This is an optimization exercise on Yosys and OpenROAD, whose aim is small area, not a production implementation.
Function was checked by simulation only, so behaviour that the tests miss may differ from the original.
Power is estimated from default activity; no workload was simulated.

==> 02-13: inputs <==
Design stack_core, start of the top module:
module stack_core (
    input  wire        clk,
    input  wire        rst,           
    output wire        mem_req,
    output wire        mem_we,
    output wire [15:0] mem_addr,
    output wire [15:0] mem_wdata,
    input  wire [15:0] mem_rdata,
    input  wire        mem_ready,
    output wire        out_valid,
    output wire [15:0] out_data,
    output wire        halted,
    output wire        faulted,
    output wire [2:0]  fault_kind,
    output wire [16:0] fault_pc,
    output reg  [16:0] pc,
    output reg  [16:0] sp,
    output reg  [15:0] fp,
    output reg  [31:0] reads,
    output reg  [31:0] writes
);
Settings: LEC_CHECK=0, CAP_MARGIN=20, CORE_MARGIN=2, CORE_UTILIZATION=40, SLEW_MARGIN=20; clock period 50.0 ns.
standard.sh (not shown) runs the stock make flow with config.mk's settings and CLKGATE_MAP_FILE= SYNTH_SCRIPT=/design/flow/synth_recipe.tcl, a recipe that flattens the netlist after the stock synthesis.
==> flow/flow/run.sh <==
#!/bin/bash
# The standard layout, with area settings of ORFS for the steps after synthesis:
#  - remove the buffers ABC put into the synthesized netlist (REMOVE_ABC_BUFFERS);
#    repair_design re-buffers any net that needs it for slew or capacitance,
#    aiming at the library limits themselves (no extra margin),
#  - buffer every input and output port with buf_1 rather than the resizer's pick,
#  - build the clock tree from clkbuf_8 without dummy loads.
# Synthesis is the standard synthesis, unchanged.
set -euo pipefail
bash standard.sh synth > synth.log 2>&1
bash standard.sh REMOVE_ABC_BUFFERS=1 CAP_MARGIN=0 SLEW_MARGIN=0 \
  "BUFFER_PORTS_ARGS=-buffer_cell sky130_fd_sc_hd__buf_1" \
  "CTS_ARGS=-sink_clustering_enable -repair_clock_nets -dont_use_dummy_load -buf_list sky130_fd_sc_hd__clkbuf_8" \
  finish > layout.log 2>&1
==> 03-11: changes against 02-13 <==
--- a/flow/flow/run.sh
+++ b/flow/flow/run.sh
@@ -4,11 +4,12 @@
 #    repair_design re-buffers any net that needs it for slew or capacitance,
 #    aiming at the library limits themselves (no extra margin),
 #  - buffer every input and output port with buf_1 rather than the resizer's pick,
+#  - after global routing, downsize gates off the critical paths (RECOVER_POWER),
 #  - build the clock tree from clkbuf_8 without dummy loads.
 # Synthesis is the standard synthesis, unchanged.
 set -euo pipefail
 bash standard.sh synth > synth.log 2>&1
-bash standard.sh REMOVE_ABC_BUFFERS=1 CAP_MARGIN=0 SLEW_MARGIN=0 \
+bash standard.sh REMOVE_ABC_BUFFERS=1 CAP_MARGIN=0 SLEW_MARGIN=0 RECOVER_POWER=100 \
   "BUFFER_PORTS_ARGS=-buffer_cell sky130_fd_sc_hd__buf_1" \
   "CTS_ARGS=-sink_clustering_enable -repair_clock_nets -dont_use_dummy_load -buf_list sky130_fd_sc_hd__clkbuf_8" \
   finish > layout.log 2>&1
==> 06-05: changes against 02-13 <==
--- a/flow/flow/run.sh
+++ b/flow/flow/run.sh
@@ -8,7 +8,7 @@
 # Synthesis is the standard synthesis, unchanged.
 set -euo pipefail
 bash standard.sh synth > synth.log 2>&1
-bash standard.sh REMOVE_ABC_BUFFERS=1 CAP_MARGIN=0 SLEW_MARGIN=0 \
+bash standard.sh REMOVE_ABC_BUFFERS=1 CAP_MARGIN=0 SLEW_MARGIN=0 GPL_TIMING_DRIVEN=0 \
   "BUFFER_PORTS_ARGS=-buffer_cell sky130_fd_sc_hd__buf_1" \
   "CTS_ARGS=-sink_clustering_enable -repair_clock_nets -dont_use_dummy_load -buf_list sky130_fd_sc_hd__clkbuf_8" \
   finish > layout.log 2>&1
==> run notes <==
The first global-routing pass estimated 45.4 mm of wire. The minimum setup slack in the final design is 31.03 ns. After routing the design area is 10800 um^2. The number of vias per cell is about 5.8. The flow ran to the end and the layout has no timing, DRC or antenna violations. The static leakage is ~4.7 nW.

The final weighted congestion in routability-driven placement came out at 0.875. For the pin with the worst max-slew slack, the measured transition is 1.35 ns. The total power per unit cell area came out at between 15 and 20 nW/um^2. The portion of the layout cell area used by non-clock buffers is 9.15%. The number of cells after detailed placement came out at 1394. The final critical path takes up 37.9% of the cycle.
Source of the figures above: 06-05

==> run notes <==
The flow ran to the end, but the layout failed its checks. The layout checks failed on capacitance limit, slew limit. In this design, the critical path's most frequently occurring cell is fa_1. After detailed routing, the number of vias per cell comes to 5.76.

The number of cells after detailed placement came out at 1405. The minimum setup slack in the final design came out at about 30 ns. For this design the static power due to leakage is ~4.7 nW. The max capacitance violation total came out at 7. Power spread over the standard cell area amounts to between 15 and 20 nW/um^2. The count of final max-slew check failures came to between 200 and 300. Along the worst path, the maximum fanout reaches 17. The period utilization is 39.5%. The final weighted congestion in routability-driven placement came out at 0.886. The worst-margin pin slew is between 3 and 4 ns. The global-route usage over all layers came out at between 20% and 30%.
Source of the figures above: 03-11

==> run notes <==
In the final layout, the registers with the most flip-flops are reads: 32 flops, writes: 32 flops. The flow ran to the end and the layout has no timing, DRC or antenna violations. Compared with the post-synthesis result, the final layout area differs by 12.1%. At the pin with the least slew margin, the transition time is 1.16 ns. The placed wire-length estimate came out at 21.1 mm. The endpoint identified for the worst register-to-register timing path is F[16]. The finished layout cell area came out at 10700 um^2. The static leakage came out at 4.72 nW. The sum of negative setup slack is 0 ns. The number of cells after detailed placement is 1405. At the end of routability-driven placement, the weighted congestion stood at 0.886. The period utilization is 37.1%.

Dividing total power by cell area gives a power density of about 20 nW/um^2. The first global-routing pass estimated ~46 mm of wire. The depth of the most critical reg-to-reg path came out at 28. The worst setup path is captured at a register.

The count of buffers from port buffering came out at 205.
Source of the figures above: 02-13

[separate check: timing with driven ports]
Ports are ideal in the flow. The routed layouts listed here were re-timed in OpenROAD. Step 1 (the two cells are an assumption about what drives the block):
set clk [get_ports {clk}]
set_driving_cell -lib_cell sky130_fd_sc_hd__clkbuf_16 $clk
set_driving_cell -lib_cell sky130_fd_sc_hd__buf_2 [delete_from_list [all_inputs] $clk]
Step 2, shift: input delay + t, output delay - t, t = (earliest + latest rising clock arrival at the registers) / 2. This alone moves slack from input paths to output paths. Slacks: ideal / step 1 / step 2; pairs: ideal / step 1.
| run | t, ns | setup slack, ns | worst setup path at the end |
|---|---|---|---|
| 02-13 | 0.481 | 31.439 / 31.453 / 30.973 | input to register |
| 03-11 | 0.484 | 30.274 / 30.287 / 29.803 | input to register |
| 06-05 | 0.485 | 31.031 / 31.044 / 30.559 | input to register |
For 06-05, which loses most, drivers alone change the setup slack by +0.013 ns; drivers and shift together by -0.472 ns.
